Source: an optimization exercise on an open RTL-to-GDS flow (aim: small area, a short achievable clock period and few clock cycles per item). Production flows keep margins and buffers that such runs may drop. Only simulation tests tie the RTL to the original design; equivalence was not proved. Power is estimated from default activity; no workload was simulated.

==> inputs of 02-05 <==
==> flow/design.v <==
module pvga_draw (
    input  wire        clk,
    input  wire        rst,           
    input  wire        cmd_we,        
    input  wire [31:0] cmd_a,
    input  wire [31:0] cmd_b,
    input  wire [31:0] fb_base,
    input  wire [2:0]  err_clr,       
    output reg         busy,
    output reg         err_busy,
    output reg         err_op,
    output reg         err_coord,
    output reg         mem_req,
    output reg         mem_we,
    output wire [31:0] mem_addr,
    output wire [31:0] mem_wdata,
    input  wire        mem_gnt,
    input  wire        mem_rvalid,
    input  wire [31:0] mem_rdata
);
    wire [3:0]         a_op = cmd_a[31:28];
    wire signed [11:0] a_xa = cmd_a[11:0];
    wire signed [11:0] a_ya = cmd_a[23:12];
    wire signed [11:0] a_yb = cmd_b[23:12];
    wire a_is_draw = (a_op >= 4'd1) && (a_op <= 4'd4);
    wire a_is_rsvd = (a_op >= 4'h7);
    wire a_x_ok  = (a_xa >= 0) && (a_xa < 640);
    wire a_ya_ok = (a_ya >= 0) && (a_ya < 480);
    wire a_yb_ok = (a_yb >= 0) && (a_yb < 480);
    wire a_coord_ok = (a_op == 4'd1) ? (a_x_ok && a_ya_ok) :
                      (a_op == 4'd4) ? (a_x_ok && a_ya_ok && a_yb_ok) : 1'b1;
    wire accept = cmd_we && a_is_draw && !busy && a_coord_ok;
    function [9:0] clamp_x(input [11:0] v);
        if (v[11])                  clamp_x = 10'd0;
        else if (v[10:0] > 11'd639) clamp_x = 10'd639;
        else                        clamp_x = v[9:0];
    endfunction
    function [8:0] clamp_y(input [11:0] v);
        if (v[11])                  clamp_y = 9'd0;
        else if (v[10:0] > 11'd479) clamp_y = 9'd479;
        else                        clamp_y = v[8:0];
    endfunction
    reg        p_s1, p_h, p_s2, p_h2;    
    reg        p_a;           
    reg        p_b;           
    reg        p_c;           
    reg        p_m;           
    reg        t_hl, t_vl, t_fill;    
    reg        t_nhl;         
    reg        more;          
    reg [2:0]  col;
    reg [9:0]  rx1, rx2;      
    reg [8:0]  ry1;           
    reg [8:0]  ry2;           
    reg        multi;         
    reg        wrap;          
    reg        at0;           
    reg        wv;            
    reg        nxd;           
    reg        f_nz, f_ge2, f_one;    
    reg [14:0] alo;
    reg [14:0] ahi, ahi1;     
    reg        cf;
    reg [31:0] wbuf;
    assign mem_addr  = {cf ? ahi1 : ahi, alo, 2'b00};
    assign mem_wdata = wbuf;
    wire [14:0] cnt = {t_fill ? rx1[5:0] : 6'd0, ry2};
    wire [5:0]  sm1 = ry2[5:0] | {6{t_nhl}};
    wire [5:0]  q1 = rx1[9:4];
    wire [3:0]  r1 = rx1[3:0];
    wire [5:0]  q2 = rx2[9:4];
    wire [3:0]  r2 = rx2[3:0];
    wire       swap  = rx2 < rx1;
    wire [3:0] da = rx1[9:6];
    wire [4:0] dtv = {1'b0, rx1[5:2]} + {1'b0, da};           
    wire [6:0] tt = {dtv, rx1[1:0]};
    wire [3:0] dt = tt / 10;
    wire [3:0] mt = tt % 10;
    wire [5:0] qd = {1'b0, da, 1'b0} + {da, 2'b0} + {2'b0, dt};
    wire [3:0] rd = mt;
    wire [5:0] q1s2 = t_hl ? rx2[9:4] : rx1[9:4];    
    wire [9:0] dy    = {1'b0, ry2} - {1'b0, ry1};
    wire       yswap = t_vl && dy[9];
    wire [8:0] ydiff = dy[9] ? (~dy[8:0] + 9'd1) : dy[8:0];
    wire [8:0] y1    = yswap ? ry2 : ry1;
    wire       y1z   = (ry1 == 9'd0) || (t_vl && ry2 == 9'd0);
    wire       xa_lt10 = (rx1 < 10'd10);
    wire       xb_lt10 = (rx2 < 10'd10);
    wire       s1_wrap = y1z && (xa_lt10 || (t_hl && xb_lt10));
    wire [5:0] hspan_m1 = q2 + ~q1;              
    wire       h2_multi = (q1 != q2);                
    wire [5:0] q1m1 = q1s2 - 6'd1;
    wire       row0 = at0 && !wv;
    wire       mfull = p_s2 || p_c;              
    wire [3:0] m_lo = (multi && !row0) ? 4'd0 : r1;
    wire [3:0] m_hi = (multi && row0)  ? 4'd9 : r2;
    reg  [31:0] merged;
    reg  [31:0] fillw;
    integer s;
    always @(*) begin
        merged = mem_rdata;
        for (s = 0; s < 10; s = s + 1)
            if ((s[3:0] >= m_lo) && (s[3:0] <= m_hi))
                merged[3*s +: 3] = col;
        fillw = {2'b00, {10{col}}};
    end
    wire go     = mem_req && mem_gnt;
    wire wr_go  = p_c && go;
    wire cap    = mem_rvalid && (!wv || wr_go);
    wire drop   = mem_rvalid && wv && !wr_go;
    wire cnt_nz  = f_nz;
    wire cnt_ge2 = f_ge2;
    wire cnt_one = f_one;
    wire cnt_dec = go && ((p_c && !t_hl) || p_m);
    wire a_to_b  = p_a && more;
    wire a_to_c  = p_a && !more;
    wire c_done  = p_c && !more && !cnt_nz;
    wire c_to_m  = p_c && !more && cnt_nz;
    wire c_to_a  = p_c && more && nxd;
    wire c_to_b  = p_c && more && !nxd && cnt_ge2;      
    wire c_to_c  = p_c && more && !nxd && !cnt_ge2;
    wire m_done  = p_m && cnt_one;
    wire done    = c_done || m_done;
    wire n_a = c_to_a;
    wire n_b = a_to_b || c_to_b;
    wire n_c = a_to_c || p_b || c_to_c;
    wire n_m = c_to_m || (p_m && !cnt_one);
    wire d_ps  = a_to_b || c_to_a || c_to_c;
    wire d_ms  = p_b;
    wire d_2s  = c_to_b;
    wire d_m1  = c_to_m || (p_m && !t_fill);
    wire d_p1  = p_m && t_fill;
    wire fix   = wrap && at0 && (d_ps || d_ms || d_2s);
    reg [15:0] delta;
    reg        cin;
    always @(*) begin
        cin   = 1'b0;
        delta = 16'd0;
        if (p_s1) begin
            if (t_fill)       delta = 16'd0;
            else if (s1_wrap) delta = 16'd30720;
            else              delta = {1'b0, y1, 6'd0};                   
        end else if (p_s2) begin
            delta = t_fill ? 16'd0 : {{10{q1s2 == 6'd0}}, q1m1};         
        end else begin
            if (d_ps)      begin delta = {10'd0, sm1};       cin = 1'b1; end
            else if (d_2s) begin delta = {9'd0, sm1, 1'b1};  cin = 1'b1; end
            else if (d_ms) delta = ~{10'd0, sm1};
            else if (d_m1) delta = 16'hFFFF;
            else if (d_p1) delta = 16'd1;
            if (fix) delta[15:11] = d_ms ? 5'b01110 : 5'b10001;         
        end
    end
    wire [15:0] lo_sum = {1'b0, alo} + {1'b0, delta[14:0]} + {15'd0, cin};
    wire        cf_nx  = delta[15] ? (cf && lo_sum[15]) : (cf || lo_sum[15]);
    wire run = p_a || p_b || p_c || p_m;
    always @(posedge clk) begin
        if (rst) begin
            busy      <= 1'b0;
            err_busy  <= 1'b0;
            err_op    <= 1'b0;
            err_coord <= 1'b0;
            mem_req   <= 1'b0;
            mem_we    <= 1'b0;
            p_s1 <= 1'b0; p_h <= 1'b0; p_s2 <= 1'b0; p_h2 <= 1'b0;
            p_a  <= 1'b0; p_b  <= 1'b0; p_c <= 1'b0; p_m <= 1'b0;
        end else begin
            if (err_clr[0]) err_busy  <= 1'b0;
            if (err_clr[1]) err_op    <= 1'b0;
            if (err_clr[2]) err_coord <= 1'b0;
            if (cmd_we) begin
                if (a_is_rsvd) err_op <= 1'b1;
                else if (a_is_draw) begin
                    if (busy) err_busy <= 1'b1;
                    else if (!a_coord_ok) err_coord <= 1'b1;
                end
            end
            if (accept) busy <= 1'b1;
            p_s1 <= accept;
            p_h  <= p_s1 && t_hl;
            p_s2 <= (p_s1 && !t_hl) || p_h;
            p_h2 <= p_s2 && t_hl;
            if ((p_s2 && !t_hl) || p_h2) begin
                mem_req <= 1'b1;
                mem_we  <= t_fill;
                p_m     <= t_fill;
                p_a     <= !t_fill;
            end
            if (run) begin
                if (go) begin
                    p_a <= n_a; p_b <= n_b; p_c <= n_c; p_m <= n_m;
                    if (done) begin
                        busy    <= 1'b0;
                        mem_req <= 1'b0;
                        mem_we  <= 1'b0;
                    end else begin
                        mem_we  <= n_c || n_m;
                        mem_req <= !n_c || cap || (wv && !wr_go);
                    end
                end else if (p_c) begin
                    mem_req <= cap || wv;
                end
            end
        end
    end
    wire wb_fill = p_s2 || (p_c && !more && cnt_nz && wv);
    always @(posedge clk)
        if (p_s2 || cap || (wr_go && c_to_m))
            wbuf <= wb_fill ? fillw : merged;
    always @(posedge clk) begin
        if (p_s2 && t_hl) begin
            f_nz  <= 1'b0;
            f_ge2 <= 1'b0;
            f_one <= 1'b0;
        end else if (p_s2 || (p_b && t_hl)) begin
            f_nz  <= (cnt != 15'd0);
            f_ge2 <= !t_hl && (cnt[14:1] != 14'd0);
            f_one <= (cnt == 15'd1);
        end else if (cnt_dec) begin
            f_nz  <= (cnt[14:1] != 14'd0);
            f_ge2 <= (cnt > 15'd2);
            f_one <= (cnt == 15'd2);
        end
    end
    always @(posedge clk) begin
        if (!busy) begin
            rx1    <= clamp_x(cmd_a[11:0]);
            ry1    <= clamp_y(cmd_a[23:12]);
            rx2    <= clamp_x(cmd_b[11:0]);
            ry2    <= cmd_b[20:12];
            col    <= cmd_a[27:25];
            t_hl   <= (cmd_a[31:28] == 4'd3);
            t_nhl  <= (cmd_a[31:28] != 4'd3);
            t_vl   <= (cmd_a[31:28] == 4'd4);
            t_fill <= (cmd_a[31:28] == 4'd2);
            alo    <= fb_base[16:2];
            ahi    <= fb_base[31:17];
            cf     <= 1'b0;
        end else begin
            if (p_s1 || p_s2 || go) begin
                alo <= lo_sum[14:0];
                cf  <= cf_nx;
            end
        end
        if (p_s1) ahi1 <= ahi + 15'd1;
        if (p_s1) begin
            if (t_hl) begin
                rx1 <= swap ? rx2 : rx1;
                rx2 <= swap ? rx1 : rx2;
            end else begin
                rx1 <= {qd, rd};
                rx2 <= {qd, rd};
            end
            ry2  <= t_vl ? ydiff : 9'd0;
            if (t_fill) rx1[5:0] <= 6'd60;       
            wrap <= !t_fill && s1_wrap;
        end
        if (p_h) begin
            rx1 <= rx2;
            rx2 <= {qd, rd};
        end
        if (p_h2) begin
            ry2   <= h2_multi ? {3'd0, hspan_m1} : 9'd0;
            multi <= h2_multi;
            more  <= h2_multi;
        end
        if (p_s2) begin
            if (t_hl) begin
                rx1 <= rx2;
                rx2 <= {qd, rd};
            end
            multi  <= 1'b0;
            more   <= !t_hl && (cnt != 15'd0);
            at0    <= 1'b1;
            wv     <= 1'b0;
            nxd    <= 1'b0;
        end else begin
            wv <= cap || (wv && !wr_go);
            if (wr_go && more) at0 <= 1'b0;
            if (wr_go) more <= t_nhl && cnt_ge2;
            if (drop) nxd <= 1'b1;
            if (go && n_a) nxd <= 1'b0;
            if (cnt_dec) begin
                ry2  <= ry2 - 9'd1;
                if (ry2 == 9'd0) rx1[5:0] <= rx1[5:0] - 6'd1;
            end
        end
    end
endmodule
==> flow/flow/run.sh <==
#!/bin/bash
set -euo pipefail
export SETUP_SLACK_MARGIN=8.6
export TNS_END_PERCENT=100
export BUFFER_PORTS_ARGS="-buffer_cell sky130_fd_sc_hd__buf_1"
bash standard.sh > standard_flow.log 2>&1
==> flow/standard.sh <==
#!/bin/bash
# synth_recipe.tcl (not shown) runs the flow's synth.tcl, then flattens the netlist and writes it again
# the make line also repeats each setting of config.mk as NAME=value (left out here)
make -C /OpenROAD-flow-scripts/flow DESIGN_CONFIG=/design/flow/config.mk WORK_HOME=/design/flow/orfs CLKGATE_MAP_FILE= SYNTH_SCRIPT=/design/flow/synth_recipe.tcl "${@:-finish}"
==> flow/config.mk <==
export PLATFORM = sky130hd
export DESIGN_NAME = pvga_draw
export DESIGN_NICKNAME = pvga_draw
export VERILOG_FILES = /design/flow/design.v
export SDC_FILE = /design/flow/constraint.sdc
export NUM_CORES = 4
export LEC_CHECK = 0
export ABC_AREA = 1
export CAP_MARGIN = 20
export CORE_AREA = 2 2 166.08 166.08
export CTS_BUF_LIST = sky130_fd_sc_hd__clkbuf_4 sky130_fd_sc_hd__clkbuf_8
export DIE_AREA = 0 0 168.08 168.08
export SLEW_MARGIN = 20
==> flow/constraint.sdc <==
create_clock -name core_clock -period 12.0 [get_ports {clk}]
set_input_delay 2.4000 -clock core_clock [delete_from_list [all_inputs] [get_ports {clk}]]
set_output_delay 2.4000 -clock core_clock [all_outputs]
set_load 0.01 [all_outputs]
==> 06-11: changes against 02-05 <==
--- a/flow/design.v
+++ b/flow/design.v
@@ -76,4 +76,108 @@
     wire [6:0] tt = {dtv, rx1[1:0]};
-    wire [3:0] dt = tt / 10;
-    wire [3:0] mt = tt % 10;
+    reg  [3:0] dt, mt;
+    always @(*) begin
+        case (tt)
+            7'd0: begin dt = 4'd0; mt = 4'd0; end
+            7'd1: begin dt = 4'd0; mt = 4'd1; end
+            7'd2: begin dt = 4'd0; mt = 4'd2; end
+            7'd3: begin dt = 4'd0; mt = 4'd3; end
+            7'd4: begin dt = 4'd0; mt = 4'd4; end
+            7'd5: begin dt = 4'd0; mt = 4'd5; end
+            7'd6: begin dt = 4'd0; mt = 4'd6; end
+            7'd7: begin dt = 4'd0; mt = 4'd7; end
+            7'd8: begin dt = 4'd0; mt = 4'd8; end
+            7'd9: begin dt = 4'd0; mt = 4'd9; end
+            7'd10: begin dt = 4'd1; mt = 4'd0; end
+            7'd11: begin dt = 4'd1; mt = 4'd1; end
+            7'd12: begin dt = 4'd1; mt = 4'd2; end
+            7'd13: begin dt = 4'd1; mt = 4'd3; end
+            7'd14: begin dt = 4'd1; mt = 4'd4; end
+            7'd15: begin dt = 4'd1; mt = 4'd5; end
+            7'd16: begin dt = 4'd1; mt = 4'd6; end
+            7'd17: begin dt = 4'd1; mt = 4'd7; end
+            7'd18: begin dt = 4'd1; mt = 4'd8; end
+            7'd19: begin dt = 4'd1; mt = 4'd9; end
+            7'd20: begin dt = 4'd2; mt = 4'd0; end
+            7'd21: begin dt = 4'd2; mt = 4'd1; end
+            7'd22: begin dt = 4'd2; mt = 4'd2; end
+            7'd23: begin dt = 4'd2; mt = 4'd3; end
+            7'd24: begin dt = 4'd2; mt = 4'd4; end
+            7'd25: begin dt = 4'd2; mt = 4'd5; end
+            7'd26: begin dt = 4'd2; mt = 4'd6; end
+            7'd27: begin dt = 4'd2; mt = 4'd7; end
+            7'd28: begin dt = 4'd2; mt = 4'd8; end
+            7'd29: begin dt = 4'd2; mt = 4'd9; end
+            7'd30: begin dt = 4'd3; mt = 4'd0; end
+            7'd31: begin dt = 4'd3; mt = 4'd1; end
+            7'd32: begin dt = 4'd3; mt = 4'd2; end
+            7'd33: begin dt = 4'd3; mt = 4'd3; end
+            7'd34: begin dt = 4'd3; mt = 4'd4; end
+            7'd35: begin dt = 4'd3; mt = 4'd5; end
+            7'd36: begin dt = 4'd3; mt = 4'd6; end
+            7'd37: begin dt = 4'd3; mt = 4'd7; end
+            7'd38: begin dt = 4'd3; mt = 4'd8; end
+            7'd39: begin dt = 4'd3; mt = 4'd9; end
+            7'd40: begin dt = 4'd4; mt = 4'd0; end
+            7'd41: begin dt = 4'd4; mt = 4'd1; end
+            7'd42: begin dt = 4'd4; mt = 4'd2; end
+            7'd43: begin dt = 4'd4; mt = 4'd3; end
+            7'd44: begin dt = 4'd4; mt = 4'd4; end
+            7'd45: begin dt = 4'd4; mt = 4'd5; end
+            7'd46: begin dt = 4'd4; mt = 4'd6; end
+            7'd47: begin dt = 4'd4; mt = 4'd7; end
+            7'd48: begin dt = 4'd4; mt = 4'd8; end
+            7'd49: begin dt = 4'd4; mt = 4'd9; end
+            7'd50: begin dt = 4'd5; mt = 4'd0; end
+            7'd51: begin dt = 4'd5; mt = 4'd1; end
+            7'd52: begin dt = 4'd5; mt = 4'd2; end
+            7'd53: begin dt = 4'd5; mt = 4'd3; end
+            7'd54: begin dt = 4'd5; mt = 4'd4; end
+            7'd55: begin dt = 4'd5; mt = 4'd5; end
+            7'd56: begin dt = 4'd5; mt = 4'd6; end
+            7'd57: begin dt = 4'd5; mt = 4'd7; end
+            7'd58: begin dt = 4'd5; mt = 4'd8; end
+            7'd59: begin dt = 4'd5; mt = 4'd9; end
+            7'd60: begin dt = 4'd6; mt = 4'd0; end
+            7'd61: begin dt = 4'd6; mt = 4'd1; end
+            7'd62: begin dt = 4'd6; mt = 4'd2; end
+            7'd63: begin dt = 4'd6; mt = 4'd3; end
+            7'd64: begin dt = 4'd6; mt = 4'd4; end
+            7'd65: begin dt = 4'd6; mt = 4'd5; end
+            7'd66: begin dt = 4'd6; mt = 4'd6; end
+            7'd67: begin dt = 4'd6; mt = 4'd7; end
+            7'd68: begin dt = 4'd6; mt = 4'd8; end
+            7'd69: begin dt = 4'd6; mt = 4'd9; end
+            7'd70: begin dt = 4'd7; mt = 4'd0; end
+            7'd71: begin dt = 4'd7; mt = 4'd1; end
+            7'd72: begin dt = 4'd7; mt = 4'd2; end
+            7'd73: begin dt = 4'd7; mt = 4'd3; end
+            7'd74: begin dt = 4'd7; mt = 4'd4; end
+            7'd75: begin dt = 4'd7; mt = 4'd5; end
+            7'd76: begin dt = 4'd7; mt = 4'd6; end
+            7'd77: begin dt = 4'd7; mt = 4'd7; end
+            7'd78: begin dt = 4'd7; mt = 4'd8; end
+            7'd79: begin dt = 4'd7; mt = 4'd9; end
+            7'd80: begin dt = 4'd8; mt = 4'd0; end
+            7'd81: begin dt = 4'd8; mt = 4'd1; end
+            7'd82: begin dt = 4'd8; mt = 4'd2; end
+            7'd83: begin dt = 4'd8; mt = 4'd3; end
+            7'd84: begin dt = 4'd8; mt = 4'd4; end
+            7'd85: begin dt = 4'd8; mt = 4'd5; end
+            7'd86: begin dt = 4'd8; mt = 4'd6; end
+            7'd87: begin dt = 4'd8; mt = 4'd7; end
+            7'd88: begin dt = 4'd8; mt = 4'd8; end
+            7'd89: begin dt = 4'd8; mt = 4'd9; end
+            7'd90: begin dt = 4'd9; mt = 4'd0; end
+            7'd91: begin dt = 4'd9; mt = 4'd1; end
+            7'd92: begin dt = 4'd9; mt = 4'd2; end
+            7'd93: begin dt = 4'd9; mt = 4'd3; end
+            7'd94: begin dt = 4'd9; mt = 4'd4; end
+            7'd95: begin dt = 4'd9; mt = 4'd5; end
+            7'd96: begin dt = 4'd9; mt = 4'd6; end
+            7'd97: begin dt = 4'd9; mt = 4'd7; end
+            7'd98: begin dt = 4'd9; mt = 4'd8; end
+            7'd99: begin dt = 4'd9; mt = 4'd9; end
+            default: begin dt = 4'd0; mt = 4'd0; end
+        endcase
+    end
     wire [5:0] qd = {1'b0, da, 1'b0} + {da, 2'b0} + {2'b0, dt};
@@ -205,6 +309,2 @@
     end
-    wire wb_fill = p_s2 || (p_c && !more && cnt_nz && wv);
-    always @(posedge clk)
-        if (p_s2 || cap || (wr_go && c_to_m))
-            wbuf <= wb_fill ? fillw : merged;
     always @(posedge clk) begin
@@ -276,3 +376,6 @@
             nxd    <= 1'b0;
+            wbuf   <= fillw;
         end else begin
+            if (cap) wbuf <= merged;
+            else if (wr_go && c_to_m) wbuf <= fillw;
             wv <= cap || (wv && !wr_go);
--- a/flow/flow/run.sh
+++ b/flow/flow/run.sh
@@ -2,3 +2,3 @@
 set -euo pipefail
-export SETUP_SLACK_MARGIN=8.6
+export SETUP_SLACK_MARGIN=7.5
 export TNS_END_PERCENT=100
==> 08-09: changes against 02-05 <==
--- a/flow/design.v
+++ b/flow/design.v
@@ -52,3 +52,2 @@
     reg [9:0]  rx1, rx2;      
-    reg [8:0]  ry1;           
     reg [8:0]  ry2;           
@@ -81,2 +80,3 @@
     wire [5:0] q1s2 = t_hl ? rx2[9:4] : rx1[9:4];    
+    wire [8:0] ry1   = wbuf[8:0];
     wire [9:0] dy    = {1'b0, ry2} - {1'b0, ry1};
@@ -207,3 +207,5 @@
     always @(posedge clk)
-        if (p_s2 || cap || (wr_go && c_to_m))
+        if (!busy)
+            wbuf[8:0] <= clamp_y(cmd_a[23:12]);
+        else if (p_s2 || cap || (wr_go && c_to_m))
             wbuf <= wb_fill ? fillw : merged;
@@ -227,3 +229,2 @@
             rx1    <= clamp_x(cmd_a[11:0]);
-            ry1    <= clamp_y(cmd_a[23:12]);
             rx2    <= clamp_x(cmd_b[11:0]);
--- a/flow/flow/run.sh
+++ b/flow/flow/run.sh
@@ -2,3 +2,3 @@
 set -euo pipefail
-export SETUP_SLACK_MARGIN=8.6
+export SETUP_SLACK_MARGIN=8.1
 export TNS_END_PERCENT=100
==> summary of the runs <==
06-11 finished with timing, DRC and antenna clean. 08-09 passed the timing, DRC and antenna checks. 02-05 finished clean. The lowest sequential power belongs to 08-09, the highest to 02-05. Final cell count: 08-09 < 02-05 < 06-11. The highest synthesized cell count belongs to 06-11, the lowest to 08-09. Maximum frequency: 08-09 > 02-05 > 06-11. Register-to-register slack: 08-09 > 02-05 > 06-11. The lowest critical path depth belongs to 08-09, the highest to 02-05.
Testbench counts of 02-05, summed over its fixed seeds: cycles 62,783, items 2,000.
Testbench counts of 06-11, summed over its fixed seeds: cycles 62,783, items 2,000.
Testbench counts of 08-09, summed over its fixed seeds: cycles 62,783, items 2,000.

[static timing again, ports no longer ideal]
The results above use ideal ports. As a check the final layouts listed here were re-extracted and re-timed, cells and wires unchanged.
Step 1 assumes that a clkbuf_16 drives the clock port and a buf_2 every other input.
Step 2, shift: input delay + t, output delay - t, t = (earliest + latest rising clock arrival at the registers) / 2. This alone moves slack from input paths to output paths.
Three values: no drivers, after step 1, after step 2; two values: the first two.
run | t, ns | setup slack, ns | latest minus earliest clock arrival (ns) | slew at the worst register clock pin (ns) | worst data-port slew with drivers (ns)
02-05 | 0.526 | 8.145 / 8.125 / 8.116 | 0.025 / 0.025 | 0.12 / 0.12 | 0.07
06-11 | 0.526 | 7.812 / 7.764 / 7.749 | 0.033 / 0.033 | 0.12 / 0.12 | 0.06
08-09 | 0.499 | 8.186 / 8.139 / 7.782 | 0.016 / 0.017 | 0.10 / 0.10 | 0.06
After both steps every run listed still meets setup and hold. The setup slack of 08-09, which loses most, moves by -0.047 ns with the drivers and by -0.404 ns with both steps.
